This design comes from an exercise in tuning for small area on the open sky130 flow, not from production work.
Only simulation tests tie the RTL to the original design; equivalence was not proved.
Power is estimated from default activity; no workload was simulated.

==> design/flow/design.v <==
module smdec_chip (
    input  wire        clk,
    input  wire        rst,           
    input  wire        cfg_valid,     
    input  wire        cfg_variant,   
    input  wire        cfg_legal,     
    input  wire        chip_valid,
    input  wire        chip,
    output reg         ev_valid,
    output wire [31:0] ev_time,
    output wire [3:0]  ev_unit,
    output wire        ev_on,
    output wire        ev_green,
    output wire        ev_left,
    output wire        ev_right,
    output wire        ev_running,
    output wire        ev_unknown,
    output reg  [7:0]  ev_header
);
    localparam [2:0] H_I = 3'd0, H_SP = 3'd1, H_S = 3'd2, H_L = 3'd3,
                     H_R = 3'd4, H_C = 3'd5, H_A = 3'd6;
    reg        configured;
    reg        variant;
    reg        last_bit;
    reg [10:0] run;           
    reg [11:0] nsl;           
    reg        idle_val;
    reg [9:0]  win;           
    reg [3:0]  cc;            
    reg [3:0]  bc;            
    reg        f1;            
    reg        f2;            
    reg [17:0] acc;           
    reg [5:0]  sum;           
    reg [3:0]  d6;            
    reg [2:0]  hdr;           
    reg [20:0] tim;
    reg        u10;
    reg        on_r, run_r, unk_r;
    reg [2:0]  hc;
    wire step = configured && chip_valid;
    wire        same    = (chip == last_bit);
    wire [10:0] run_n   = same ? ((&run) ? run : run + 11'd1) : 11'd1;
    wire [11:0] nsl_inc = (&nsl) ? nsl : nsl + 12'd1;
    wire idle   = same && (variant ? (run >= 11'd100)  : (run >= 11'd10));
    wire offrun = same && (variant ? (run >= 11'd1000) : (run >= 11'd100));
    wire ka_due = variant ? (nsl >= 12'd4000) : (nsl >= 12'd700);
    wire e_in = variant ? chip : (chip == idle_val);
    wire       full      = (cc == 4'd9);
    wire       frame_ok  = !win[1] && e_in;
    wire [7:0] B         = win[9:2];
    wire       byte_done = !variant && !idle && full && frame_ok;
    wire b0 = (bc == 4'd0);
    wire b1 = (bc == 4'd1);
    wire b2 = (bc == 4'd2);
    wire b6 = (bc == 4'd6);
    wire b7 = (bc == 4'd7);
    wire b8 = (bc == 4'd8);
    wire b9 = (bc == 4'd9);
    wire b15 = (bc >= 4'd1) && (bc <= 4'd5);
    wire dig = (B[7:4] == 4'h3) && (B[3:0] <= 4'd9);
    wire cks = (B[7:6] == 2'b01) && (B[5:0] == sum);
    reg        hdr_ok;
    reg  [2:0] hdr_code;
    always @(*) begin
        hdr_ok = 1'b1;
        case (B)
            8'h20: hdr_code = H_SP;
            8'h53: hdr_code = H_S;
            8'h49: hdr_code = H_I;
            8'h4C: hdr_code = H_L;
            8'h52: hdr_code = H_R;
            8'h43: hdr_code = H_C;
            8'h41: hdr_code = H_A;
            default: begin hdr_code = 3'd7; hdr_ok = 1'b0; end
        endcase
    end
    wire last_grp  = (bc == 4'd5);
    wire grp_end   = (cc[1:0] == 2'd3);
    wire fast_adv  = variant && !idle && f2;
    wire fast_frame = fast_adv && last_grp && grp_end;
    wire        h_first = variant ? (bc == 4'd0) : b1;
    wire        h_m6    = !variant && b2;
    wire [17:0] hA      = h_first ? 18'd0 : acc;
    wire [3:0]  hx      = variant ? {chip, win[9:7]} :
                          b9 ? d6 : b8 ? 4'd0 : B[3:0];
    wire [20:0] h_op1   = {hA[17:4], (h_m6 ? {1'b0, hA[3:0]} : {hA[3:0], 1'b0}), 2'b00};
    wire [20:0] horner  = h_op1 + {2'b00, hA, 1'b0} + {17'd0, hx};
    wire gt = horner > tim;
    wire std_frame = byte_done && ((b8 && f2) || (b9 && f1));
    wire do_frame  = variant ? fast_frame : std_frame;
    wire do_off    = offrun && on_r;
    wire do_ka     = idle && !do_off && ka_due;
    wire       inc   = (!variant && b9 && u10) ? f2 : gt;
    wire [2:0] f_hdr = variant ? H_S : hdr;
    wire       f_run = ((f_hdr != H_S) || (hc == H_S)) && ((f_hdr == H_SP) || inc);
    always @(posedge clk) begin
        if (rst || cfg_valid) begin
            configured <= rst ? 1'b0 : cfg_legal;
            variant    <= rst ? 1'b0 : cfg_variant;
            run        <= 11'd0;
            nsl        <= 12'd0;
            idle_val   <= 1'b0;
            cc         <= 4'd0;
            bc         <= 4'd0;
            f1         <= 1'b0;
            f2         <= 1'b0;
            ev_valid   <= 1'b0;
            tim        <= 21'd0;
            u10        <= rst || !cfg_variant;
            on_r       <= 1'b0;
            run_r      <= 1'b0;
            unk_r      <= 1'b0;
            hc         <= H_I;
        end else begin
            ev_valid <= 1'b0;
            if (step) begin
                last_bit <= chip;
                run      <= run_n;
                nsl      <= nsl_inc;
                win      <= {e_in, win[9:1]};
                if (idle) begin
                    idle_val <= chip;
                    cc       <= 4'd0;
                    bc       <= 4'd0;
                    if (variant) begin
                        f1 <= 1'b1;
                        f2 <= 1'b0;
                    end
                end else if (!variant) begin
                    if (!full) begin
                        cc <= cc + 4'd1;
                    end else if (frame_ok) begin
                        cc <= 4'd0;
                        if (bc != 4'd10)
                            bc <= bc + 4'd1;
                        if (b0) begin
                            hdr <= hdr_code;
                            f1  <= hdr_ok;
                        end
                        if (b15)
                            acc <= horner[17:0];
                        if (b15 || b6)
                            sum <= (b1 ? 6'd0 : sum) + {2'b00, B[3:0]};
                        if (b15 || b6)
                            f1  <= f1 && dig;
                        if (b6) begin
                            d6 <= B[3:0];
                            f2 <= f1 && cks;
                        end
                        if (b7)
                            f1 <= f1 && cks;
                        if (b8)
                            f2 <= !f2 && gt;
                    end
                end else begin
                    if (f2) begin
                        cc <= grp_end ? 4'd0 : cc + 4'd1;
                        if (grp_end) begin
                            bc  <= bc + 4'd1;
                            acc <= horner[17:0];
                        end
                        if (grp_end && last_grp) begin
                            f2 <= 1'b0;
                            f1 <= 1'b1;
                        end
                    end else if (f1 && (chip != idle_val)) begin
                        f2 <= 1'b1;
                        f1 <= 1'b0;
                        cc <= 4'd0;
                        bc <= 4'd0;
                    end
                end
                if (do_off) begin
                    ev_valid <= 1'b1;
                    on_r     <= 1'b0;
                end else if (do_ka) begin
                    ev_valid <= 1'b1;
                    nsl      <= variant ? 12'd1000 : 12'd100;
                end else if (do_frame) begin
                    ev_valid <= 1'b1;
                    nsl      <= 12'd0;
                    tim      <= horner;
                    u10      <= !variant && b8;
                    hc       <= f_hdr;
                    on_r     <= 1'b1;
                    run_r    <= f_run;
                    unk_r    <= !on_r;
                end
            end
        end
    end
    assign ev_time    = {11'd0, tim};
    assign ev_unit    = u10 ? 4'd10 : 4'd1;
    assign ev_on      = on_r;
    assign ev_running = run_r;
    assign ev_unknown = unk_r;
    assign ev_green   = (hc == H_A);
    assign ev_left    = (hc == H_L) || (hc == H_A) || (hc == H_C);
    assign ev_right   = (hc == H_R) || (hc == H_A) || (hc == H_C);
    always @(*) begin
        case (hc)
            H_SP:    ev_header = 8'h20;
            H_S:     ev_header = 8'h53;
            H_L:     ev_header = 8'h4C;
            H_R:     ev_header = 8'h52;
            H_C:     ev_header = 8'h43;
            H_A:     ev_header = 8'h41;
            default: ev_header = 8'h49;
        endcase
    end
endmodule
==> design/flow/run.sh <==
#!/bin/bash
# synth_recipe.tcl (not shown) runs the flow's synth.tcl, then flattens the netlist and writes it again
# the make line also repeats each setting of config.mk as NAME=value (left out here)
make -C /OpenROAD-flow-scripts/flow DESIGN_CONFIG=/design/flow/config.mk WORK_HOME=/design/flow/orfs CLKGATE_MAP_FILE= SYNTH_SCRIPT=/design/flow/synth_recipe.tcl finish
==> design/flow/config.mk <==
export PLATFORM = sky130hd
export DESIGN_NAME = smdec_chip
export DESIGN_NICKNAME = smdec_chip
export VERILOG_FILES = /design/flow/design.v
export SDC_FILE = /design/flow/constraint.sdc
export NUM_CORES = 4
export LEC_CHECK = 0
export CAP_MARGIN = 20
export CORE_MARGIN = 2
export CORE_UTILIZATION = 75
export CTS_BUF_LIST = sky130_fd_sc_hd__clkbuf_8
export PLACE_DENSITY = 0.85
export SLEW_MARGIN = 20
==> design/flow/constraint.sdc <==
create_clock -name core_clock -period 36.0 [get_ports {clk}]
set_input_delay 7.2000 -clock core_clock [delete_from_list [all_inputs] [get_ports {clk}]]
set_output_delay 7.2000 -clock core_clock [all_outputs]
set_load 0.01 [all_outputs]
==> impl_metrics.env, run 1 <==
export IMPL_start_util_pct=77.8
export IMPL_hpwl_um=14200
export IMPL_area_growth_pct=7.57
export IMPL_drv_slew=0
export IMPL_gr_total_overflow=0
export IMPL_grt_pass1_vias=6733
export IMPL_fin_nets=1002
export IMPL_drt_iter0_markers=843
export IMPL_cts_resized=0
export IMPL_synth_distinct_cells=75
export IMPL_netlist_area_leader_share_pct=17.2
export IMPL_fin_crit_sh_pct=32.6
export IMPL_antenna_found_initial=0
export IMPL_synth_edf_count=44
export IMPL_start_kind="primary input"
export IMPL_total_power_uw=249
export IMPL_postCtsSetupBuffers=0
export IMPL_grt_busiest_layer="met2"
export IMPL_slowest_stage="clkdlybuf4s50_1"
export IMPL_worst_path_buf_inv=2
export IMPL_clock_sinks=106
export IMPL_fin_setup_tns_ps=0
export IMPL_synthArstFlopShare_pct=0
export IMPL_critPathTopFamily="compound AO/OA/AOI/OAI gates"
export IMPL_yosysWarningCount=1
export IMPL_die_w_um=105
export IMPL_rrSetupSlack_ps=29930
export IMPL_root_buffer="clkbuf_8"
export IMPL_grt_max_degree=37
export IMPL_worst_pin_slew_ps=1180
export IMPL_grt_use_met1_pct=42.9
export IMPL_yosys_area_top_type="edfxtp_1"
export IMPL_power_density_nw_per_um2=30.2
export IMPL_status="complete, no violations"
export IMPL_clkLatencyLatePin_ps=420
export IMPL_cts_tree="done"
export IMPL_routed_wl_um=19600
export IMPL_vias=7050
export IMPL_worst_slack_ps=24260
export IMPL_via_per_inst=6.66
export IMPL_path_max_fanout=8
export IMPL_clock_fmax_mhz=85.2
export IMPL_ir_drop_mv=0.0357
export IMPL_port_buffers=44
export IMPL_syn_area_per_cell_um2=8.49
export IMPL_synth_area_leaders="edfxtp_1 17%, dfxtp_1 16%, ha_1 12%"
export IMPL_rsz0062_at_grt="false"
export IMPL_hold_path_class="reg -> reg"
export IMPL_critPathRequiredTime_ps=36300
export IMPL_wl_per_cell_um=18.5
export IMPL_grt_pass1_wl_um=32200
export IMPL_cpPeakStageDelay_ps=670
export IMPL_path_common_cell="o21ai_0"
export IMPL_clk_pin_slew_ps=100
export IMPL_setup_viol=0
export IMPL_dp_cells=1042
export IMPL_dieArea_um2=11100
export IMPL_place_ws_ps=23940
export IMPL_critPathCaptureType="register"
export IMPL_path_class="in -> reg"
export IMPL_ant_nets=0
export IMPL_drive_above_1_share_pct=4.32
export IMPL_finalCriticalPeriod_ps=11740
export IMPL_ys_ff_latch=106
export IMPL_worstPathArrival_ps=12040
export IMPL_maxCapViolCount=0
export IMPL_diodes=0
export IMPL_syn_inst=904
export IMPL_drc=0
export IMPL_htreeDepth=3
export IMPL_clk_path_buf_depth=2
export IMPL_yosysMostFrequentCell="nand2_1"
export IMPL_grt_use_total_pct=36.1
export IMPL_first_pass_iters=8
export IMPL_ys_seq_area_share_pct=33.4
export IMPL_fin_cells=1058
export IMPL_grt_met3_usage_pct=7.67
export IMPL_finalHoldViolations=0
export IMPL_synth_flop_cell="dfxtp_1"
export IMPL_cts_hold_buf=0
export IMPL_row_count=36
export IMPL_synth_common_cells="91 x nand2_1, 74 x a21oi_1, 71 x ha_1"
export IMPL_io_pins=58
export IMPL_crit_path_cell_trace="clkdlybuf4s50_1 -> o21ai_0 -> fa_1 -> inv_1 -> ha_1 -> a21oi_1 -> or3b_2 -> a21oi_1 -> o21ai_0 -> o21a_1 -> xnor2_1 -> ha_1 -> and4_1 -> a221oi_1 -> nor2b_1 -> o311a_1 -> o21ai_0"
export IMPL_power_leakage_nw=3.08
export IMPL_finalWeightedCongestion=0.967
export IMPL_relSlewSlack_pct=20.7
export IMPL_cts_buffers=9
export IMPL_core_um2=9860
export IMPL_fin_worst_skew_ps=19.2
export IMPL_die_h_um=105
export IMPL_grt_met2_usage_pct=62.0
export IMPL_syn_area_um2=7670
==> layout by cell type (no fill, tap or decap), types with 20 or more instances in the layout <==
cell type and instances:
nor3_1 35, nand4_1 20, nor2_1 55, clkdlybuf4s50_1 44, o21ai_0 48, inv_1 57, a21oi_1 74, ha_1 71
xor2_1 20, dfxtp_1 62, nand2_1 91, and2_1 23, edfxtp_1 44
==> registers in the layout (all words and copies together) (netlist names), 4 cells and up <==
register and cells:
run 11, sum 6, acc 18, d6 4
tim 21, bc 4, win 9, cc 4
nsl 12
==> metrics by stage <==
stage	hold WS [ps]	util [%]	instance area [µm²]
final	482	83.7	8250
after global routing	513	83.7	8250
after CTS	484	83.7	8250
after detailed placement	470	82.0	8080
after global placement	460	82.0	8080
after floorplan	424	-	7720
==> kinds of logic after synthesis <==
logic type,Yosys count,synth area share [%]
other,1,0.0489
and+or+nand+nor,325,21.9
DFF,106,33.4
adders and majority gates,75,12.6
buffers and inverters,112,6.41
xor gates and xnor gates,37,4.22
muxes,5,0.701
AOI/OAI and AO/OA,243,20.7
==> routing by layer <==
metal  up-vias  share of wire [%]
met1      3280                 38
met4         0                3.7
met3        75                7.8
li1       3296                  -
met2       399                 51
met5         -                  0
==> where the power goes <==
part / switching, mW / total, mW / internal (mW)
combinational: 0.0331 / 0.0528 / 0.0196
sequential: 0.00109 / 0.127 / 0.126
clock: 0.0436 / 0.0687 / 0.0250
==> final cells by class <==
cell class,count,area [µm²]
fillers,621,1610
clock inverters,7,45.0
inverters,57,214
flip-flops and latches,106,2560
clock buffers,9,124
well taps,133,166
repair buffers,48,470
multi-input cells,698,4670
==> worst reg2reg max path: cells and delay by family (launching register included) <==
kind	cells	cell delay [ps]
muxes	1	320
xor gates and xnor gates	1	130
adders and majority gates	4	1440
and+or+nand+nor	6	1820
DFF	1	390
AOI/OAI and AO/OA	8	1710
buffers and inverters	2	170
==> worst paths after layout <==
kind                                       endpoint           startpoint  depth (start not counted)
worst max-delay path             run_r$_SDFFE_PN0P_                 chip                         17
worst min-delay path            tim[2]$_SDFFE_PN0P_  tim[2]$_SDFFE_PN0P_                          2
worst max register to register   run_r$_SDFFE_PN0P_   bc[1]$_SDFFE_PN0P_                         22
worst min register to register  tim[2]$_SDFFE_PN0P_  tim[2]$_SDFFE_PN0P_                          2
==> run 2: changes to the inputs <==
--- a/design/flow/config.mk
+++ b/design/flow/config.mk
@@ -9,5 +9,4 @@
 export CORE_MARGIN = 2
-export CORE_UTILIZATION = 75
-export CTS_BUF_LIST = sky130_fd_sc_hd__clkbuf_8
-export PLACE_DENSITY = 0.85
+export CORE_UTILIZATION = 40
+export PLACE_DENSITY = 0.6
 export SLEW_MARGIN = 20
==> run 2 against run 1 <==
Via count down 6.6%. Synthesized cell count unchanged. Die area up 84%. Maximum frequency up 0.83%. Setup slack better by 97 ps. First-iteration DRC count down 44%. Cell area up 3.3%. Global-route usage down 17 points. Final cell count up 9.6%. Critical path type unchanged. Largest cell class unchanged. Largest power group unchanged.
==> impl_metrics.env, run 2 <==
export IMPL_drive_above_1_share_pct=4.86
export IMPL_postCtsSetupBuffers=0
export IMPL_clkLatencyLatePin_ps=360
export IMPL_relSlewSlack_pct=28.5
export IMPL_fin_setup_tns_ps=0
export IMPL_diodes=0
export IMPL_syn_area_um2=7670
export IMPL_root_buffer="clkbuf_16"
export IMPL_setup_viol=0
export IMPL_maxCapViolCount=0
export IMPL_grt_use_total_pct=18.9
export IMPL_htreeDepth=3
export IMPL_first_pass_iters=5
export IMPL_row_count=50
export IMPL_ys_seq_area_share_pct=33.4
export IMPL_status="complete, no violations"
export IMPL_largest_register="tim"
export IMPL_die_h_um=143
export IMPL_clk_path_buf_depth=2
export IMPL_start_util_pct=40.9
export IMPL_hold_path_class="reg -> reg"
export IMPL_final_common_cell="nand2_1"
export IMPL_syn_area_per_cell_um2=8.49
export IMPL_path_class="in -> reg"
export IMPL_finalCriticalPeriod_ps=11640
export IMPL_rsz0062_at_grt="false"
export IMPL_dieArea_um2=20300
export IMPL_cts_hold_buf=0
export IMPL_fin_crit_sh_pct=32.3
export IMPL_clock_sinks=106
export IMPL_port_buffers=44
export IMPL_syn_inst=904
export IMPL_area_growth_pct=11.1
export IMPL_die_w_um=143
export IMPL_antenna_found_initial=0
export IMPL_vias=6586
export IMPL_fin_worst_skew_ps=8.28
export IMPL_finalHoldViolations=0
export IMPL_clock_fmax_mhz=85.9
export IMPL_synthArstFlopShare_pct=0
export IMPL_ir_drop_mv=0.0237
export IMPL_start_kind="primary input"
export IMPL_cts_resized=0
export IMPL_finalWeightedCongestion=0.872
export IMPL_ys_ff_latch=106
export IMPL_core_um2=18800
export IMPL_critPathCaptureType="register"
export IMPL_mostFrequentLayoutCells="91 x nand2_1, 74 x a21oi_1, 71 x ha_1"
export IMPL_worstPathArrival_ps=11890
export IMPL_critPathRequiredTime_ps=36250
export IMPL_wl_per_cell_um=16.5
export IMPL_cts_tree="done"
export IMPL_power_leakage_nw=3.15
export IMPL_drv_slew=0
export IMPL_cts_buffers=9
export IMPL_power_density_nw_per_um2=33.0
export IMPL_yosys_area_top_type="edfxtp_1"
export IMPL_clk_pin_slew_ps=80
export IMPL_routed_wl_um=19200
export IMPL_via_per_inst=5.68
export IMPL_synth_distinct_cells=75
export IMPL_synth_edf_count=44
export IMPL_grt_max_degree=32
export IMPL_yosysMostFrequentCell="nand2_1"
export IMPL_total_power_uw=281
export IMPL_synth_common_cells="91 x nand2_1, 74 x a21oi_1, 71 x ha_1"
export IMPL_netlist_area_leader_share_pct=17.2
export IMPL_ant_nets=0
export IMPL_io_pins=58
export IMPL_synth_flop_cell="dfxtp_1"
export IMPL_hpwl_um=14000
export IMPL_yosysWarningCount=1
export IMPL_grt_pass1_wl_um=30900
export IMPL_drc=0
export IMPL_fin_nets=1003
export IMPL_drt_iter0_markers=475
export IMPL_reg_largest_list="tim (21), acc (18), nsl (12)"
export IMPL_gr_total_overflow=0
export IMPL_place_ws_ps=24010
export IMPL_worst_slack_ps=24360
export IMPL_synth_area_leaders="edfxtp_1 17%, dfxtp_1 16%, ha_1 12%"
export IMPL_largest_reg_flops=21
export IMPL_grt_pass1_vias=6015
export IMPL_path_max_fanout=8
export IMPL_worst_pin_slew_ps=1070
[run 2: cell count changes in the layout (fill, tap and decap cells not counted), sizes merged]
cell      previous run  this run
clkbuf               9        13
inv                 59        58
clkinvlp             2         0
[run 2: worst max-delay path, cell delays in order]
cell and delay (ps):
clkdlybuf4s50_1 710, o21ai_0 230, fa_1 540, inv_1 70, ha_1 280, a21oi_1 70, or3b_2 540, a21oi_1 350
o21ai_0 190, o21a_1 240, xnor2_1 130, ha_1 300, and4_1 190, a221oi_1 420, nor2b_1 200, o311a_1 160
o21ai_0 80
[run 2: per-stage QoR]
stage	hold slack [ps]	cells	instance area [µm²]	utilization (%)
finish	471	1160	8520	45.4
global route	502	1160	8520	45.4
CTS	475	1159	8510	45.4
detailed placement	464	1143	8210	43.8
global placement	463	1143	8210	43.8
floorplan	424	916	7720	-
[run 2: cells by family (layout without fill, tap and decap cells)]
| kind of cell | count (synthesis) | in the layout | synth area share, % |
|---|---|---|---|
| buffers and inverters | 112 | 122 | 6.41 |
| XOR/XNOR | 37 | 37 | 4.22 |
| adder cells (fa/ha/maj) | 75 | 75 | 12.6 |
| AND/OR/NAND/NOR | 325 | 325 | 21.9 |
| AO/OA/AOI/OAI | 243 | 243 | 20.7 |
| other | 1 | 13 | 0.0489 |
| flip-flops | 106 | 106 | 33.4 |
| multiplexers | 5 | 5 | 0.701 |
[run 2: area by class of cell]
class                      instances  area [µm²]
timing repair buffer              49         475
fill                            1848       10200
sequential                       106        2560
clock buffer                      12         267
inverter                          57         214
tap                              234         293
clock inverter                     4        32.5
multi-input combinational        698        4680
[run 2: final timing paths]
path                                     startpoint             endpoint  slack [ps]  depth (start not counted)
worst min-delay path            tim[1]$_SDFFE_PN0P_  tim[1]$_SDFFE_PN0P_         470                          2
worst max-delay path                           chip   run_r$_SDFFE_PN0P_       24360                         17
worst min register to register  tim[1]$_SDFFE_PN0P_  tim[1]$_SDFFE_PN0P_         470                          2
worst max register to register   bc[1]$_SDFFE_PN0P_   run_r$_SDFFE_PN0P_       30070                         22
[run 2: where the power goes]
group / leakage, nW / internal [mW] / switching (mW)
clock: 0.150 / 0.0534 / 0.0497
sequential: 0.892 / 0.126 / 0.00116
combinational: 2.10 / 0.0195 / 0.0314
total: 3.15 / 0.199 / 0.0823
[run 2: metal layers]
layer  track usage [%]  up-vias  part of all wire (%)
met2              31.4      125                    47
met4              5.11        0                   1.3
li1                  -     3308                     -
met5                 0        -                     0
met1              25.7     3133                    48
met3              2.79       20                   3.3
==> run 3: changes to the inputs <==
--- a/design/flow/design.v
+++ b/design/flow/design.v
@@ -83,8 +83,53 @@
     wire        h_m6    = !variant && b2;
-    wire [17:0] hA      = h_first ? 18'd0 : acc;
     wire [3:0]  hx      = variant ? {chip, win[9:7]} :
                           b9 ? d6 : b8 ? 4'd0 : B[3:0];
-    wire [20:0] h_op1   = {hA[17:4], (h_m6 ? {1'b0, hA[3:0]} : {hA[3:0], 1'b0}), 2'b00};
-    wire [20:0] horner  = h_op1 + {2'b00, hA, 1'b0} + {17'd0, hx};
-    wire gt = horner > tim;
+    wire [17:0] gA      = h_first ? 18'd0 : acc;
+    wire q   = hx[0];
+    wire s0  = h_m6 ? (hx[1] | hx[3]) : hx[1];
+    wire s1  = hx[2];
+    wire hci = h_m6 & hx[3];
+    wire e1  = h_m6 & (hx[2] | hx[3]);
+    wire e2  = !h_m6 & hx[3];
+    wire [19:0] op1;
+    assign op1[0]     = s0;
+    assign op1[1]     = h_m6 ? gA[0] : s1;
+    assign op1[2]     = h_m6 ? gA[1] : gA[0];
+    assign op1[3]     = h_m6 ? gA[2] : gA[1];
+    assign op1[4]     = h_m6 ? gA[3] : gA[2];
+    assign op1[5]     = !h_m6 & gA[3];
+    assign op1[19:6]  = gA[17:4];
+    wire [19:0] op2   = {2'b00, gA};
+    wire [20:0] hcy;             
+    wire [20:0] he;              
+    wire [19:0] R;
+    assign hcy[0] = hci;
+    assign he[0] = 1'b0;
+    assign he[1] = e1;
+    genvar gi;
+    generate
+        for (gi = 0; gi < 20; gi = gi + 1) begin : g_h
+            wire s = op1[gi] ^ op2[gi] ^ hcy[gi];
+            assign hcy[gi+1] = (op1[gi] & op2[gi]) | (op1[gi] & hcy[gi]) | (op2[gi] & hcy[gi]);
+            if (gi == 0) begin : g0
+                assign R[gi] = s;
+            end else begin : gn
+                assign R[gi] = s ^ he[gi];
+                if (gi == 1) begin : g1
+                    assign he[2] = (s & he[1]) | e2;
+                end else begin : g2
+                    assign he[gi+1] = s & he[gi];
+                end
+            end
+        end
+    endgenerate
+    wire [20:0] horner = {R, q};
+    wire [21:0] gk;
+    assign gk[0] = 1'b0;
+    generate
+        for (gi = 0; gi < 21; gi = gi + 1) begin : g_c
+            assign gk[gi+1] = (horner[gi] & ~tim[gi]) | (horner[gi] & gk[gi]) |
+                              (~tim[gi] & gk[gi]);
+        end
+    endgenerate
+    wire gt = gk[21];
     wire std_frame = byte_done && ((b8 && f2) || (b9 && f1));
--- a/design/flow/config.mk
+++ b/design/flow/config.mk
@@ -7,6 +7,8 @@
 export LEC_CHECK = 0
+export ABC_AREA = 1
 export CAP_MARGIN = 20
 export CORE_MARGIN = 2
-export CORE_UTILIZATION = 40
-export PLACE_DENSITY = 0.6
+export CORE_UTILIZATION = 75
+export CTS_BUF_LIST = sky130_fd_sc_hd__clkbuf_8
+export PLACE_DENSITY = 0.85
 export SLEW_MARGIN = 20
==> run 3 against run 2 <==
Critical path depth is 18 higher. Register-to-register slack lost 4500 ps. Largest cell class unchanged. Combinational power fell by 25%. First-iteration DRC count up 26%. Die area is 54% lower. Clock skew up 8.3 ps. Global-route usage is 17 points higher. Largest power group unchanged. Sequential cell count unchanged. Non-clock buffer count stayed put. Critical endpoint is now f2$_SDFFE_PP0P_. Still clean. Worst hold slack better by 13 ps.
==> impl_metrics.env, run 3 <==
export IMPL_clock_sinks=106
export IMPL_relSlewSlack_pct=29.0
export IMPL_met2_wirelength_um=8280
export IMPL_fin_cells=955
export IMPL_worst_slack_ps=19600
export IMPL_status="complete, no violations"
export IMPL_yosysMostFrequentCell="inv_1"
export IMPL_syn_area_per_cell_um2=8.10
export IMPL_postCtsSetupBuffers=0
export IMPL_start_kind="primary input"
export IMPL_worstPathArrival_ps=16700
export IMPL_htreeDepth=3
export IMPL_root_buffer="clkbuf_8"
export IMPL_fin_crit_sh_pct=45.6
export IMPL_dp_cells=939
export IMPL_die_h_um=97.2
export IMPL_synthArstFlopShare_pct=0
export IMPL_ir_drop_mv=0.0190
export IMPL_core_um2=8300
export IMPL_fin_nets=905
export IMPL_clock_fmax_mhz=61.0
export IMPL_grt_pass1_wl_um=28100
export IMPL_drv_slew=0
export IMPL_yosysWarningCount=1
export IMPL_fin_worst_skew_ps=16.6
export IMPL_cts_tree="done"
export IMPL_worst_pin_slew_ps=1060
export IMPL_cts_buffers=9
export IMPL_cts_resized=0
export IMPL_maxUsedRoutingLayer="met4"
export IMPL_diodes=0
export IMPL_critPathTopFamily="adder cells"
export IMPL_final_common_cell="inv_1"
export IMPL_yosys_area_top_type="edfxtp_1"
export IMPL_setup_viol=0
export IMPL_row_count=33
export IMPL_wl_per_cell_um=17.5
export IMPL_clk_pin_slew_ps=110
export IMPL_path_class="in -> reg"
export IMPL_power_density_nw_per_um2=32.7
export IMPL_hold_path_class="reg -> reg"
export IMPL_power_leakage_nw=2.98
export IMPL_critPathRequiredTime_ps=36300
export IMPL_cpPeakStageDelay_ps=520
export IMPL_reg_largest_list="tim (21), acc (18), nsl (12)"
export IMPL_path_max_fanout=5
export IMPL_io_pins=58
export IMPL_first_pass_iters=7
export IMPL_antenna_found_initial=0
export IMPL_critPathCaptureType="register"
export IMPL_ys_ff_latch=106
export IMPL_synth_edf_count=44
export IMPL_finalHoldViolations=0
export IMPL_design_area_um2=7160
export IMPL_drt_iter0_markers=598
export IMPL_vias=5975
export IMPL_synth_area_leaders="edfxtp_1 20%, dfxtp_1 19%, inv_1 8.7%"
export IMPL_grt_use_total_pct=36.4
export IMPL_syn_area_um2=6510
export IMPL_gr_total_overflow=0
export IMPL_rsz0062_at_grt="false"
export IMPL_finalCriticalPeriod_ps=16400
export IMPL_fin_setup_tns_ps=0
export IMPL_cts_hold_buf=0
export IMPL_met1_length_um=6190
export IMPL_largest_reg_flops=21
export IMPL_grt_pass1_vias=6049
export IMPL_clkLatencyLatePin_ps=380
export IMPL_placedInstanceArea_um2=6990
export IMPL_port_buffers=44
export IMPL_finalWeightedCongestion=0.920
export IMPL_wl_met3_um=1390
export IMPL_area_growth_pct=9.96
export IMPL_synth_distinct_cells=48
export IMPL_worst_path_buf_inv=4
export IMPL_drc=0
export IMPL_routed_wl_um=16700
export IMPL_largest_register="tim"
export IMPL_dieArea_um2=9440
export IMPL_maxCapViolCount=0
export IMPL_syn_inst=804
export IMPL_hpwl_um=12600
export IMPL_synth_common_cells="151 x inv_1, 104 x nand2_1, 63 x nor2_1"
export IMPL_path_common_cell="fa_1"
export IMPL_mostFrequentLayoutCells="154 x inv_1, 104 x nand2_1, 63 x nor2_1"
export IMPL_start_util_pct=78.4
export IMPL_clk_path_buf_depth=2
export IMPL_synth_flop_cell="dfxtp_1"
export IMPL_ant_nets=0
export IMPL_grt_max_degree=27
export IMPL_place_ws_ps=19420
export IMPL_die_w_um=97.2
export IMPL_via_per_inst=6.26
export IMPL_drive_above_1_share_pct=6.12
export IMPL_ys_seq_area_share_pct=39.4
export IMPL_slowest_stage="clkdlybuf4s50_1"
export IMPL_netlist_area_leader_share_pct=20.3
[run 3: worst paths after layout]
kind	start	endpoint	slack (ps)	depth (start not counted)
worst max register to register	bc[1]$_SDFFE_PP0P_	f2$_SDFFE_PP0P_	25560	41
worst min register to register	run_r$_SDFFE_PP0P_	run_r$_SDFFE_PP0P_	480	2
worst min-delay path	run_r$_SDFFE_PP0P_	run_r$_SDFFE_PP0P_	480	2
worst max-delay path	chip	f2$_SDFFE_PP0P_	19600	35
[run 3: per-layer routing]
metal	GRT usage [%]	vias up
met5	0	-
met4	19.7	0
met3	5.76	102
met2	63.3	406
met1	43.2	2727
li1	-	2740
[run 3: stage by stage]
stage               hold WS [ps]  total power, mW  util, %
finish                       484            0.234     86.2
global route                 509            0.243     86.2
CTS                          478            0.232     86.2
detailed placement           474            0.168     84.2
global placement             444            0.164     84.2
floorplan                    461            0.158        -
[run 3: final cells by class]
type | instances | area, µm²
clock buffer | 9 | 124
clock inverter | 7 | 46.3
fill | 465 | 1140
inverter | 169 | 634
multi-input combinational | 510 | 3180
sequential | 106 | 2560
tap | 105 | 131
timing repair buffer | 49 | 478
[run 3: cell families after synthesis]
logic type,synth area share (%)
fa+ha+maj,12.4
xor+xnor,2.42
other cells,0.0576
simple gates,18.1
flops,39.4
buf+inv,12.6
compound gates,15.1
[run 3: power by group]
part           switching (mW)  internal, mW  total (mW)  leakage (nW)
clock                  0.0426        0.0253      0.0679        0.0980
sequential            0.00109         0.127       0.128         0.894
combinational          0.0255        0.0128      0.0384          1.99
total                  0.0693         0.165       0.234          2.98
[run 3: worst reg2reg max path: cells and delay by family (launching register included)]
kind	cells	cell delay, ps
buffers and inverters	8	930
AOI/OAI and AO/OA	4	580
DFF	1	360
adders and majority gates	20	7160
xor gates and xnor gates	2	430
and+or+nand+nor	7	900
==> run 4: changes to the inputs <==
==> design/flow/flow/run.sh (new file) <==
#!/bin/bash
# Layout flow: the standard synthesis (unchanged, registers and their
# cells kept), then an area-oriented ABC re-mapping of the combinational logic
# between those registers, then the standard layout steps from floorplan on.
# Each tool's output goes to a log file of its own in this folder.
set -euo pipefail
R="$PWD/orfs/results/$FLOW_PLATFORM/smdec_chip/base"
YOSYS="${YOSYS_EXE:-$FLOW_HOME/../tools/install/yosys/bin/yosys}"
command -v "$YOSYS" >/dev/null 2>&1 || YOSYS=yosys

bash standard.sh synth > synth.log 2>&1
cp "$R/1_2_yosys.v" std_1_2_yosys.v

LIB="$FLOW_HOME/platforms/$FLOW_PLATFORM/lib/sky130_fd_sc_hd__tt_025C_1v80.lib" \
IN="$PWD/std_1_2_yosys.v" OUT="$PWD/reabc_1_2_yosys.v" ABC_SCRIPT="$PWD/flow/area.abc" \
    "$YOSYS" -c flow/reabc.tcl > reabc.log 2>&1

cp reabc_1_2_yosys.v "$R/1_2_yosys.v"
rm -f "$R/1_synth.odb"
bash standard.sh > layout.log 2>&1
==> design/flow/flow/area.abc (new file) <==
strash
dc2
dch -f
map -a
mfs2
strash
dc2
dch -f
map -a
topo
dnsize
==> design/flow/flow/reabc.tcl (new file) <==
# Re-map the combinational logic of the standard synthesis netlist for area.
# Registers (and tie cells) are kept as they are: same instances, names and cells.
set lib $::env(LIB)
yosys read_liberty -ignore_miss_func $lib
yosys blackbox sky130_fd_sc_hd__dfxtp_1 sky130_fd_sc_hd__edfxtp_1 sky130_fd_sc_hd__conb_1
yosys read_verilog $::env(IN)
yosys hierarchy -top smdec_chip
yosys stat -liberty $lib
yosys flatten
yosys opt_clean
yosys techmap
yosys opt -fast
yosys abc -liberty $lib -dont_use sky130_fd_sc_hd__lpflow_bleeder_1 -dont_use sky130_fd_sc_hd__lpflow_clkbufkapwr_1 -dont_use sky130_fd_sc_hd__lpflow_clkbufkapwr_16 -dont_use sky130_fd_sc_hd__lpflow_clkbufkapwr_2 -dont_use sky130_fd_sc_hd__lpflow_clkbufkapwr_4 -dont_use sky130_fd_sc_hd__lpflow_clkbufkapwr_8 -dont_use sky130_fd_sc_hd__lpflow_clkinvkapwr_1 -dont_use sky130_fd_sc_hd__lpflow_clkinvkapwr_16 -dont_use sky130_fd_sc_hd__lpflow_clkinvkapwr_2 -dont_use sky130_fd_sc_hd__lpflow_clkinvkapwr_4 -dont_use sky130_fd_sc_hd__lpflow_clkinvkapwr_8 -dont_use sky130_fd_sc_hd__lpflow_decapkapwr_12 -dont_use sky130_fd_sc_hd__lpflow_decapkapwr_3 -dont_use sky130_fd_sc_hd__lpflow_decapkapwr_4 -dont_use sky130_fd_sc_hd__lpflow_decapkapwr_6 -dont_use sky130_fd_sc_hd__lpflow_decapkapwr_8 -dont_use sky130_fd_sc_hd__lpflow_inputiso0n_1 -dont_use sky130_fd_sc_hd__lpflow_inputiso0p_1 -dont_use sky130_fd_sc_hd__lpflow_inputiso1n_1 -dont_use sky130_fd_sc_hd__lpflow_inputiso1p_1 -dont_use sky130_fd_sc_hd__lpflow_inputisolatch_1 -dont_use sky130_fd_sc_hd__lpflow_isobufsrc_1 -dont_use sky130_fd_sc_hd__lpflow_isobufsrc_16 -dont_use sky130_fd_sc_hd__lpflow_isobufsrc_2 -dont_use sky130_fd_sc_hd__lpflow_isobufsrc_4 -dont_use sky130_fd_sc_hd__lpflow_isobufsrc_8 -dont_use sky130_fd_sc_hd__lpflow_isobufsrckapwr_16 -dont_use sky130_fd_sc_hd__lpflow_lsbuf_lh_hl_isowell_tap_1 -dont_use sky130_fd_sc_hd__lpflow_lsbuf_lh_hl_isowell_tap_2 -dont_use sky130_fd_sc_hd__lpflow_lsbuf_lh_hl_isowell_tap_4 -dont_use sky130_fd_sc_hd__lpflow_lsbuf_lh_isowell_4 -dont_use sky130_fd_sc_hd__lpflow_lsbuf_lh_isowell_tap_1 -dont_use sky130_fd_sc_hd__lpflow_lsbuf_lh_isowell_tap_2 -dont_use sky130_fd_sc_hd__lpflow_lsbuf_lh_isowell_tap_4 -dont_use sky130_fd_sc_hd__probe_p_8 -dont_use sky130_fd_sc_hd__probec_p_8  -script $::env(ABC_SCRIPT)
yosys opt_clean -purge
yosys splitnets
yosys opt_clean -purge
yosys hilomap -singleton -hicell sky130_fd_sc_hd__conb_1 HI -locell sky130_fd_sc_hd__conb_1 LO
yosys insbuf -buf sky130_fd_sc_hd__buf_4 A X
yosys opt_clean -purge
yosys rename -enumerate
yosys hierarchy -top smdec_chip
yosys check
yosys stat -liberty $lib
yosys write_verilog -noattr -noexpr -nohex -nodec $::env(OUT)
==> design/flow/standard.sh (new file) <==
#!/bin/bash
# synth_recipe.tcl (not shown) runs the flow's synth.tcl, then flattens the netlist and writes it again
# the make line also repeats each setting of config.mk as NAME=value (left out here)
make -C /OpenROAD-flow-scripts/flow DESIGN_CONFIG=/design/flow/config.mk WORK_HOME=/design/flow/orfs CLKGATE_MAP_FILE= SYNTH_SCRIPT=/design/flow/synth_recipe.tcl "${@:-finish}"
removed: design/flow/run.sh
==> run 4 against run 3 <==
Still clean. Sequential power about the same. Cell area decreased by 5.1%. Wire length decreased by 6.3%. Worst hold slack got worse by 20 ps.
==> impl_metrics.env, run 4 <==
export IMPL_fin_nets=904
export IMPL_fin_worst_skew_ps=16.6
export IMPL_worstPathArrival_ps=12520
export IMPL_grt_use_total_pct=36.4
export IMPL_r2r_start="bc[3]$_SDFFE_PP0P_"
export IMPL_via_per_inst=5.99
export IMPL_clk_pin_slew_ps=110
export IMPL_total_power_uw=232
export IMPL_diodes=0
export IMPL_clk_path_buf_depth=2
export IMPL_setup_viol=0
export IMPL_postCtsSetupBuffers=0
export IMPL_port_buffers=44
export IMPL_syn_area_per_cell_um2=7.20
export IMPL_worst_slack_ps=23780
export IMPL_io_pins=58
export IMPL_grt_pass1_wl_um=25600
export IMPL_cts_resized=0
export IMPL_largest_register="tim"
export IMPL_drc=0
export IMPL_routed_wl_um=15700
export IMPL_clock_sinks=106
export IMPL_mostFrequentLayoutCells="161 x nand2_1, 148 x clkinv_1, 125 x nor2_1"
export IMPL_status="complete, no violations"
export IMPL_whs_ps=465
export IMPL_cpPeakStageDelay_ps=570
export IMPL_worst_pin_slew_ps=805
export IMPL_die_w_um=95.0
export IMPL_finalCriticalPeriod_ps=12220
export IMPL_largest_reg_flops=21
export IMPL_nFillCells=529
export IMPL_drive_above_1_share_pct=3.10
export IMPL_vias=6033
export IMPL_area_growth_pct=9.30
export IMPL_critPathCaptureType="register"
export IMPL_rsz0062_at_grt="false"
export IMPL_grt_pass1_vias=5684
export IMPL_cts_tree="done"
export IMPL_htreeDepth=3
export IMPL_maxCapViolCount=0
export IMPL_power_leakage_nw=2.41
export IMPL_fin_cells=1007
export IMPL_relSlewSlack_pct=46.2
export IMPL_ant_nets=0
export IMPL_fin_setup_tns_ps=0
export IMPL_final_common_cell="nand2_1"
export IMPL_dp_cells=991
export IMPL_fin_crit_sh_pct=34.0
export IMPL_power_density_nw_per_um2=34.2
export IMPL_path_common_cell="nor2_1"
export IMPL_gr_total_overflow=0
export IMPL_path_max_fanout=4
export IMPL_start_util_pct=76.4
export IMPL_finalWeightedCongestion=0.996
export IMPL_hold_path_class="reg -> reg"
export IMPL_syn_inst=863
export IMPL_ir_drop_mv=0.0350
export IMPL_die_h_um=95.0
export IMPL_finalHoldViolations=0
export IMPL_dieArea_um2=9030
export IMPL_syn_area_um2=6220
export IMPL_hold_depth=2
export IMPL_root_buffer="clkbuf_8"
export IMPL_path_class="in -> reg"
export IMPL_slowest_stage="clkdlybuf4s50_1"
export IMPL_drv_slew=0
export IMPL_grt_max_degree=22
export IMPL_core_um2=8130
export IMPL_hpwl_um=11600
export IMPL_yosysWarningCount=1
export IMPL_reg_largest_list="tim (21), acc (18), nsl (12)"
export IMPL_row_count=33
export IMPL_min_to="run[0]$_SDFFE_PP0P_"
export IMPL_drt_iter0_markers=487
export IMPL_cts_hold_buf=0
export IMPL_r2r_cells=47
export IMPL_first_pass_iters=5
export IMPL_hp_start="run[0]$_SDFFE_PP0P_"
export IMPL_antenna_found_initial=0
export IMPL_cts_buffers=9
export IMPL_place_ws_ps=23600
export IMPL_wl_per_cell_um=15.6
export IMPL_rrSetupSlack_ps=27430
export IMPL_critPathRequiredTime_ps=36300
export IMPL_start_kind="primary input"
export IMPL_r2r_end="f2$_SDFFE_PP0P_"
export IMPL_clkLatencyLatePin_ps=370
export IMPL_clock_fmax_mhz=81.8
-- run 4: area by class of cell --
type	count	area, µm²	share of cell area (%)
clock buffers	10	138	2.03
clock inverters	6	62.6	0.921
inverters	148	556	8.18
multi-input cells	585	2880	42.4
flip-flops and latches	106	2560	37.7
well taps	105	131	1.93
repair buffers	47	463	6.81
-- run 4: per-stage QoR --
step                      area (µm²)  utilization (%)
final                           6800             83.5
after global placement          6590             81.0
after detailed placement        6590             81.0
after floorplan                 6260                -
after CTS                       6790             83.5
after global routing            6800             83.5
-- run 4: worst max-delay path: cells and delay by family --
| family | cells | cell delay, ps |
|---|---|---|
| XOR/XNOR | 2 | 420 |
| AO/OA/AOI/OAI | 6 | 880 |
| AND/OR/NAND/NOR | 17 | 2550 |
| buffers and inverters | 9 | 1470 |
-- run 4: worst max path at each step --
stage	to	from	cells after the start	slack (ps)
6_report	f2$_SDFFE_PP0P_	chip	34	23780
5_1_grt	f2$_SDFFE_PP0P_	chip	34	22990
4_1_cts	f2$_SDFFE_PP0P_	chip	34	23860
3_5_place_dp	f2$_SDFFE_PP0P_	chip	34	23600
3_3_place_gp	f2$_SDFFE_PP0P_	chip	34	23940
2_1_floorplan	acc[0]$_DFFE_PP_	rst	5	23860
-- run 4: report_power, final --
| part | internal, mW | total [mW] | switching (mW) |
|---|---|---|---|
| clock | 0.0343 | 0.0766 | 0.0423 |
| sequential | 0.126 | 0.127 | 0.00125 |
| combinational | 0.00880 | 0.0282 | 0.0194 |
-- run 4: per-layer routing --
layer | global-route usage, % | up-vias | wire length, µm
met3 | 7.75 | 62 | 1330
met5 | 0 | - | 0
met4 | 18.8 | 0 | 636
met2 | 63.5 | 348 | 7980
met1 | 42.0 | 2729 | 5730
li1 | - | 2894 | -
==> run 5: changes to the inputs <==
--- a/design/flow/flow/run.sh
+++ b/design/flow/flow/run.sh
@@ -19,2 +19,3 @@
 rm -f "$R/1_synth.odb"
+export BUFFER_PORTS_ARGS="-buffer_cell sky130_fd_sc_hd__buf_1"
 bash standard.sh > layout.log 2>&1
==> design/flow/flow/area.abc (replaced) <==
&get -n
&st
&deepsyn -T 30
&put
dch -f
amap
mfs2
strash
&get -n
&st
&deepsyn -T 30
&put
dch -f
amap
topo
==> run 5 against run 4 <==
Still clean. Synthesized cell count fell by 14%. Sequential share of layout area grew 4.2 points. Cell area is 10% lower. Maximum frequency decreased by 15%. Combinational power shrank 54%. Clock skew fell by 2.6 ps. Clock power down 1%. Area after synthesis decreased by 6.6%. Setup slack worse by 2100 ps. Global-route usage fell by 2.1 points. Critical path type unchanged. Critical endpoint is now run_r$_SDFFE_PP0P_. Largest cell class unchanged.
==> impl_metrics.env, run 5 <==
export IMPL_status="complete, no violations"
export IMPL_ant_nets=0
export IMPL_finalWeightedCongestion=0.928
export IMPL_maxCapViolCount=0
export IMPL_start_util_pct=76.3
export IMPL_r2r_start="variant$_SDFFCE_PP0P_"
export IMPL_cts_hold_buf=0
export IMPL_worstPathArrival_ps=14580
export IMPL_reg_largest_list="tim (21), acc (18), nsl (12)"
export IMPL_clock_fmax_mhz=69.8
export IMPL_finalCriticalPeriod_ps=14330
export IMPL_critPathRequiredTime_ps=36260
export IMPL_slowest_stage="o32ai_1"
export IMPL_start_kind="primary input"
export IMPL_rsz0062_at_grt="false"
export IMPL_fin_nets=785
export IMPL_gr_total_overflow=0
export IMPL_power_leakage_nw=1.95
export IMPL_nFillCells=545
export IMPL_path_class="in -> reg"
export IMPL_io_pins=58
export IMPL_area_growth_pct=5.41
export IMPL_ir_drop_mv=0.0291
export IMPL_hold_path_class="reg -> reg"
export IMPL_syn_inst=743
export IMPL_drv_slew=0
export IMPL_cts_buffers=9
export IMPL_grt_use_total_pct=34.2
export IMPL_clock_sinks=106
export IMPL_clkLatencyLatePin_ps=370
export IMPL_path_max_fanout=7
export IMPL_first_pass_iters=5
export IMPL_hp_start="cc[3]$_SDFFE_PP0P_"
export IMPL_drc=0
export IMPL_cp_startpoint="chip"
export IMPL_relSlewSlack_pct=32.4
export IMPL_cts_tree="done"
export IMPL_yosysWarningCount=1
export IMPL_final_common_cell="nor2_1"
export IMPL_fin_worst_skew_ps=14.0
export IMPL_place_ws_ps=21620
export IMPL_finalHoldViolations=0
export IMPL_worst_pin_slew_ps=1010
export IMPL_core_um2=7610
export IMPL_drt_iter0_markers=399
export IMPL_grt_pass1_vias=5189
export IMPL_postCtsSetupBuffers=0
export IMPL_drive_above_1_share_pct=2.68
export IMPL_die_w_um=92.0
export IMPL_grt_pass1_wl_um=23500
export IMPL_routed_wl_um=14000
export IMPL_antenna_found_initial=0
export IMPL_grt_max_degree=22
export IMPL_fin_setup_tns_ps=0
export IMPL_htreeDepth=3
export IMPL_root_buffer="clkbuf_8"
export IMPL_whs_ps=472
export IMPL_largest_register="tim"
export IMPL_syn_area_per_cell_um2=7.81
export IMPL_largest_reg_flops=21
export IMPL_multi_input_area_um2=2640
export IMPL_critPathCaptureType="register"
export IMPL_mostFrequentLayoutCells="107 x nor2_1, 104 x clkinv_1, 82 x o21ai_0"
export IMPL_hpwl_um=10200
export IMPL_hold_depth=1
export IMPL_port_buffers=44
export IMPL_die_h_um=92.0
export IMPL_worst_slack_ps=21670
export IMPL_path_common_cell="o21ai_0"
export IMPL_total_power_uw=215
export IMPL_cts_resized=0
export IMPL_wl_per_cell_um=15.8
export IMPL_regArea_um2=2560
export IMPL_r2r_cells=38
export IMPL_syn_area_um2=5800
export IMPL_row_count=32
export IMPL_diodes=0
export IMPL_vias=5449
export IMPL_cpPeakStageDelay_ps=440
export IMPL_via_per_inst=6.16
export IMPL_clk_path_buf_depth=2
export IMPL_power_density_nw_per_um2=35.2
export IMPL_dieArea_um2=8460
export IMPL_setup_viol=0
export IMPL_fin_crit_sh_pct=39.8
export IMPL_clk_pin_slew_ps=110
## run 5: report_power, final
part / switching (mW) / internal, mW / total (mW)
sequential: 0.00105 / 0.125 / 0.126
combinational: 0.00956 / 0.00331 / 0.0129
clock: 0.0423 / 0.0335 / 0.0757
## run 5: final timing paths
kind / endpoint / slack [ps]
setup / recovery: run_r$_SDFFE_PP0P_ / 21670
hold / removal: cc[3]$_SDFFE_PP0P_ / 470
setup reg to reg: run_r$_SDFFE_PP0P_ / 26110
hold reg to reg: cc[3]$_SDFFE_PP0P_ / 470
## run 5: final cells by class
| class | count | area share [%] |
|---|---|---|
| inverters | 104 | 6.38 |
| clock inverters | 7 | 1.31 |
| clock buffers | 9 | 2.02 |
| flip-flops and latches | 106 | 41.9 |
| well taps | 102 | 2.09 |
| multi-input cells | 509 | 43.1 |
| repair buffers | 48 | 3.19 |
## run 5: through the flow
stage                     instances  util [%]  instance area [µm²]
final                           885      80.4                 6120
after global routing            885      80.4                 6120
after CTS                       884      80.3                 6110
after detailed placement        868      77.6                 5900
after global placement          868      77.6                 5900
after floorplan                 755         -                 5850
## run 5: routing by layer
metal	vias to the layer above	routed length, µm	track usage (%)
met5	-	0	0
met4	0	304	10.9
met3	32	1180	5.92
met2	274	6710	58.3
met1	2474	5760	44.8
li1	2669	-	-
## run 5: critical path: cells and delay by family
family | cells | cell delay, ps
AO/OA/AOI/OAI | 26 | 5810
AND/OR/NAND/NOR | 10 | 1200
buffers and inverters | 3 | 410
==> run 6: changes to the inputs <==
--- a/design/flow/flow/run.sh
+++ b/design/flow/flow/run.sh
@@ -19,3 +19,2 @@
 rm -f "$R/1_synth.odb"
-export BUFFER_PORTS_ARGS="-buffer_cell sky130_fd_sc_hd__buf_1"
 bash standard.sh > layout.log 2>&1
==> run 6 against run 5 <==
Critical path type unchanged. Critical path depth rose by 2. Maximum frequency fell by 3.1%. Non-clock buffer count fell by 1. Area after synthesis did not move. Wire length rose by 4.1%. Still clean on timing, DRC and antenna. Clock power rose by 6.5%. Die area did not move.
==> impl_metrics.env, run 6 <==
export IMPL_syn_inst=743
export IMPL_path_max_fanout=7
export IMPL_critPathTopFamily="compound AO/OA/AOI/OAI gates"
export IMPL_grt_max_degree=22
export IMPL_whs_ps=470
export IMPL_maxCapViolCount=0
export IMPL_multi_input_area_um2=2640
export IMPL_grt_use_met1_pct=45.2
export IMPL_yosysWarningCount=1
export IMPL_area_growth_pct=10.3
export IMPL_drive_above_1_share_pct=2.81
export IMPL_start_kind="primary input"
export IMPL_grt_met3_usage_pct=5.26
export IMPL_clock_sinks=106
export IMPL_clk_pin_slew_ps=110
export IMPL_dp_cells=868
export IMPL_finalHoldViolations=0
export IMPL_antenna_found_initial=0
export IMPL_r2r_start="variant$_SDFFCE_PP0P_"
export IMPL_htreeDepth=3
export IMPL_r2r_end="f2$_SDFFE_PP0P_"
export IMPL_nFillCells=477
export IMPL_total_power_uw=221
export IMPL_r2r_cells=40
export IMPL_clk_path_buf_depth=2
export IMPL_gr_total_overflow=0
export IMPL_cts_hold_buf=0
export IMPL_mostFrequentLayoutCells="106 x nor2_1, 104 x clkinv_1, 83 x o21ai_0"
export IMPL_drc=0
export IMPL_start_util_pct=76.3
export IMPL_fin_nets=784
export IMPL_cts_buffers=9
export IMPL_root_buffer="clkbuf_8"
export IMPL_grt_busiest_layer="met2"
export IMPL_cts_resized=0
export IMPL_design_area_um2=6400
export IMPL_cp_num_cells=41
export IMPL_cp_startpoint="chip"
export IMPL_fin_crit_sh_pct=41.1
export IMPL_reg_largest_list="tim (21), acc (18), nsl (12)"
export IMPL_slowest_stage="clkdlybuf4s50_1"
export IMPL_critPathCaptureType="register"
export IMPL_path_common_cell="o21ai_0"
export IMPL_port_buffers=44
export IMPL_critPathCapture="f2$_SDFFE_PP0P_"
export IMPL_die_w_um=92.0
export IMPL_grt_use_total_pct=35.6
export IMPL_placedInstanceArea_um2=6180
export IMPL_final_common_cell="nor2_1"
export IMPL_hold_path_class="reg -> reg"
export IMPL_wl_per_cell_um=16.4
export IMPL_regArea_um2=2560
export IMPL_cts_tree="done"
export IMPL_status="complete, no violations"
export IMPL_grt_met2_usage_pct=61.2
export IMPL_grt_pass1_wl_um=24200
export IMPL_via_per_inst=6.27
export IMPL_finalCriticalPeriod_ps=14780
export IMPL_rrSetupSlack_ps=26090
export IMPL_fin_worst_skew_ps=10.1
export IMPL_ant_nets=0
export IMPL_first_pass_iters=6
export IMPL_syn_area_um2=5800
export IMPL_hpwl_um=10500
export IMPL_finalWeightedCongestion=0.984
export IMPL_worst_path_buf_inv=4
export IMPL_relSlewSlack_pct=30.5
export IMPL_power_density_nw_per_um2=34.5
export IMPL_rsz0062_at_grt="false"
export IMPL_row_count=32
export IMPL_drt_iter0_markers=405
export IMPL_worst_slack_ps=21220
export IMPL_diodes=0
export IMPL_routed_wl_um=14500
export IMPL_vias=5545
export IMPL_worst_pin_slew_ps=1030
export IMPL_path_class="in -> reg"
export IMPL_cpPeakStageDelay_ps=620
export IMPL_postCtsSetupBuffers=0
export IMPL_critPathRequiredTime_ps=36300
export IMPL_grt_pass1_vias=5228
export IMPL_drv_slew=0
export IMPL_ir_drop_mv=0.0326
export IMPL_fin_cells=884
export IMPL_clkLatencyLatePin_ps=380
export IMPL_largest_register="tim"
export IMPL_finish_utilization_pct=84.2
export IMPL_power_leakage_nw=2.05
export IMPL_fin_setup_tns_ps=0
export IMPL_setup_viol=0
export IMPL_syn_area_per_cell_um2=7.81
export IMPL_worstPathArrival_ps=15090
export IMPL_dieArea_um2=8460
export IMPL_clock_fmax_mhz=67.6
export IMPL_io_pins=58
export IMPL_place_ws_ps=21300
export IMPL_largest_reg_flops=21
export IMPL_core_um2=7610
export IMPL_die_h_um=92.0
run 6: area by class of cell:
type | instances | area share [%]
clock buffer | 9 | 1.93
clock inverter | 7 | 1.48
inverter | 104 | 6.10
multi-input combinational | 509 | 41.2
sequential | 106 | 40.0
tap | 102 | 1.99
timing repair buffer | 47 | 7.23
run 6: power breakdown:
| group | switching (mW) | leakage, nW | internal (mW) | total [mW] |
|---|---|---|---|---|
| clock network | 0.0462 | 0.111 | 0.0344 | 0.0806 |
| logic | 0.00957 | 1.05 | 0.00404 | 0.0136 |
| registers | 0.00104 | 0.896 | 0.125 | 0.126 |
run 6: how the worst min path moves through the flow:
stage	from	endpoint	slack (ps)	cells after the start
2_1_floorplan	win[7]$_DFFE_PP_	win[6]$_DFFE_PP_	430	0
3_3_place_gp	unk_r$_SDFFE_PP0P_	unk_r$_SDFFE_PP0P_	440	2
3_5_place_dp	win[7]$_DFFE_PP_	win[6]$_DFFE_PP_	450	0
4_1_cts	cc[3]$_SDFFE_PP0P_	cc[3]$_SDFFE_PP0P_	470	1
5_1_grt	cc[3]$_SDFFE_PP0P_	cc[3]$_SDFFE_PP0P_	500	1
6_report	cc[3]$_SDFFE_PP0P_	cc[3]$_SDFFE_PP0P_	470	1
run 6: per-layer routing:
layer,part of all wire (%),up-vias
met1,39,2498
li1,-,2675
met2,50,329
met4,2.6,0
met5,0,-
met3,8.7,43
==> run 7: changes to the inputs <==
--- a/design/flow/config.mk
+++ b/design/flow/config.mk
@@ -11,3 +11,5 @@
 export CORE_UTILIZATION = 75
-export CTS_BUF_LIST = sky130_fd_sc_hd__clkbuf_8
+export CTS_BUF_LIST = sky130_fd_sc_hd__clkbuf_16
+export CTS_CLUSTER_DIAMETER = 100
+export CTS_CLUSTER_SIZE = 40
 export PLACE_DENSITY = 0.85
==> run 7 against run 6 <==
Still clean on timing, DRC and antenna. Global-route usage increased by 0.84 points. First-iteration DRC count grew 21%. Via count is 2.5% higher. Clock skew down 1.5 ps. Core utilization rose by 1.3 points. Combinational power is essentially flat. Die area unchanged. Total power rose by 11%. Final cell count stayed put. Synthesized cell count did not move. Area after synthesis is the same. Sequential cell count did not move. Critical path type unchanged. Critical endpoint unchanged.
==> impl_metrics.env, run 7 <==
export IMPL_status="complete, no violations"
export IMPL_whs_ps=466
export IMPL_worstPathArrival_ps=15140
export IMPL_drv_slew=0
export IMPL_largest_register="tim"
export IMPL_syn_area_um2=5800
export IMPL_finalWeightedCongestion=0.984
export IMPL_hpwl_um=10500
export IMPL_drc=0
export IMPL_fin_setup_tns_ps=0
export IMPL_place_ws_ps=21300
export IMPL_dieArea_um2=8460
export IMPL_maxCapViolCount=0
export IMPL_syn_area_per_cell_um2=7.81
export IMPL_clk_pin_slew_ps=70
export IMPL_htreeDepth=3
export IMPL_relSlewSlack_pct=28.1
export IMPL_port_buffers=44
export IMPL_wl_per_cell_um=16.9
export IMPL_slowest_stage="clkdlybuf4s50_1"
export IMPL_syn_inst=743
export IMPL_critPathRequiredTime_ps=36260
export IMPL_cts_buffers=9
export IMPL_start_util_pct=76.3
export IMPL_area_growth_pct=12.1
export IMPL_largest_reg_flops=21
export IMPL_total_power_uw=244
export IMPL_start_kind="primary input"
export IMPL_diodes=0
export IMPL_worst_slack_ps=21120
export IMPL_routed_wl_um=14900
export IMPL_power_density_nw_per_um2=37.5
export IMPL_grt_pass1_vias=5337
export IMPL_hold_path_class="reg -> reg"
export IMPL_setup_viol=0
export IMPL_root_buffer="clkbuf_16"
export IMPL_postCtsSetupBuffers=0
export IMPL_grt_use_total_pct=36.4
export IMPL_worst_pin_slew_ps=1070
export IMPL_cts_hold_buf=0
export IMPL_nFillCells=451
export IMPL_rsz0062_at_grt="false"
export IMPL_grt_max_degree=22
export IMPL_via_per_inst=6.43
export IMPL_clock_fmax_mhz=67.2
export IMPL_fin_crit_sh_pct=41.3
export IMPL_critPathCaptureType="register"
export IMPL_first_pass_iters=6
export IMPL_gr_total_overflow=0
export IMPL_drt_iter0_markers=489
export IMPL_cpPeakStageDelay_ps=600
export IMPL_vias=5681
export IMPL_fin_worst_skew_ps=8.58
export IMPL_ant_nets=0
export IMPL_path_max_fanout=7
export IMPL_clkLatencyLatePin_ps=350
export IMPL_path_common_cell="o21ai_0"
export IMPL_mostFrequentLayoutCells="106 x nor2_1, 104 x clkinv_1, 83 x o21ai_0"
export IMPL_cts_resized=0
export IMPL_yosysWarningCount=1
export IMPL_reg_largest_list="tim (21), acc (18), nsl (12)"
export IMPL_core_um2=7610
export IMPL_path_class="in -> reg"
export IMPL_grt_pass1_wl_um=24700
export IMPL_clk_path_buf_depth=2
export IMPL_cts_tree="done"
export IMPL_die_h_um=92.0
export IMPL_die_w_um=92.0
export IMPL_final_common_cell="nor2_1"
export IMPL_row_count=32
export IMPL_antenna_found_initial=0
export IMPL_fin_nets=784
export IMPL_clock_sinks=106
export IMPL_finalHoldViolations=0
export IMPL_ir_drop_mv=0.0318
export IMPL_drive_above_1_share_pct=2.81
export IMPL_io_pins=58
export IMPL_finalCriticalPeriod_ps=14880
export IMPL_power_leakage_nw=2.10
-- run 7: stage by stage --
stage	utilization [%]	std cells	area (µm²)
4_1_cts	85.4	884	6500
3_5_place_dp	81.2	868	6180
3_3_place_gp	81.2	868	6180
2_1_floorplan	-	755	5850
5_1_grt	85.5	884	6500
6_report	85.5	884	6500
-- run 7: cell type report --
cell class / count / area (µm²) / share of cell area (%)
Multi-Input combinational cell: 509 / 2640 / 40.6
Sequential cell: 106 / 2560 / 39.4
Timing Repair Buffer: 47 / 463 / 7.12
Inverter: 104 / 390 / 6.00
Clock buffer: 9 / 225 / 3.46
Tap cell: 102 / 128 / 1.96
Clock inverter: 7 / 95.1 / 1.46
-- run 7: report_power, final --
| part | switching (mW) | internal [mW] | leakage (nW) | total, mW |
|---|---|---|---|---|
| logic | 0.00960 | 0.00404 | 1.05 | 0.0136 |
| clock network | 0.0480 | 0.0562 | 0.157 | 0.104 |
| registers | 0.00104 | 0.125 | 0.896 | 0.126 |
| total | 0.0586 | 0.186 | 2.10 | 0.244 |
-- run 7: worst max-delay path, delay by kind of cell --
kind                   cells  cell delay [ps]
and+or+nand+nor           13             2390
AOI/OAI and AO/OA         24             4580
buffers and inverters      4              980
-- run 7: path summary, 6_finish.rpt --
check	cells after the start	endpoint	startpoint	slack, ps
setup / recovery	41	f2$_SDFFE_PP0P_	chip	21120
hold / removal	0	win[6]$_DFFE_PP_	win[7]$_DFFE_PP_	470
setup reg to reg	40	f2$_SDFFE_PP0P_	variant$_SDFFCE_PP0P_	26050
hold reg to reg	0	win[6]$_DFFE_PP_	win[7]$_DFFE_PP_	470
-- run 7: per-layer routing --
layer | share of wire, % | track usage, % | vias up
met3 | 9.0 | 7.81 | 74
met1 | 38 | 45.4 | 2572
met4 | 3.5 | 14.3 | 0
met2 | 49 | 62.0 | 359
li1 | - | - | 2676
met5 | 0 | 0 | -
==> run 8: changes to the inputs <==
--- a/design/flow/config.mk
+++ b/design/flow/config.mk
@@ -10,3 +10,3 @@
 export CORE_MARGIN = 2
-export CORE_UTILIZATION = 75
+export CORE_UTILIZATION = 85
 export CTS_BUF_LIST = sky130_fd_sc_hd__clkbuf_16
@@ -14,3 +14,3 @@
 export CTS_CLUSTER_SIZE = 40
-export PLACE_DENSITY = 0.85
+export PLACE_DENSITY = 0.92
 export SLEW_MARGIN = 20
==> run 8 against run 7 <==
The run now fails in global placement without I/O. Area after synthesis did not move. Synthesized cell count unchanged.
==> impl_metrics.env, run 8 <==
export IMPL_status="did not finish"
export IMPL_stop_stage="global placement without I/O"
export IMPL_error="[ERROR GPL-0301] Utilization 101.012 % exceeds 100%."
export IMPL_die_w_um=86.6
export IMPL_syn_area_um2=5800
export IMPL_row_count=30
export IMPL_syn_inst=743
export IMPL_syn_area_per_cell_um2=7.81
export IMPL_start_util_pct=86.9
export IMPL_die_h_um=86.6
export IMPL_yosysWarningCount=1

## port drivers added, routing unchanged
No port has a modelled driver above. Below, the same layouts with a new extraction and two added sets of constraints. Step 1 sets driving cells, clkbuf_16 on the clock port and buf_2 on the other inputs (assumed; they add their load-dependent delay and slew). Step 2 adds t to the input delays and takes it off the output delays; t is the mean of the earliest and latest rising clock arrival at the registers after step 1. Input paths then give back, and output paths get back, about the clock's delay inside the block. a / b / c = no drivers / after step 1 / after step 2; a / b = the first two.
run	shift t [ns]	setup WS [ns]	worst setup path after step 2
run 1	0.440	24.260 / 24.271 / 23.832	input to register
run 2	0.400	24.356 / 24.375 / 23.975	input to register
run 3	0.407	19.601 / 19.612 / 19.205	input to register
run 4	0.398	23.775 / 23.784 / 23.386	input to register
run 5	0.395	21.673 / 21.684 / 21.289	input to register
run 6	0.414	21.215 / 21.228 / 20.814	input to register
run 7	0.379	21.121 / 21.135 / 20.757	input to register
After both steps every run listed still meets setup and hold. For run 1, which loses most, drivers alone change the setup slack by +0.011 ns; drivers and shift together by -0.428 ns.
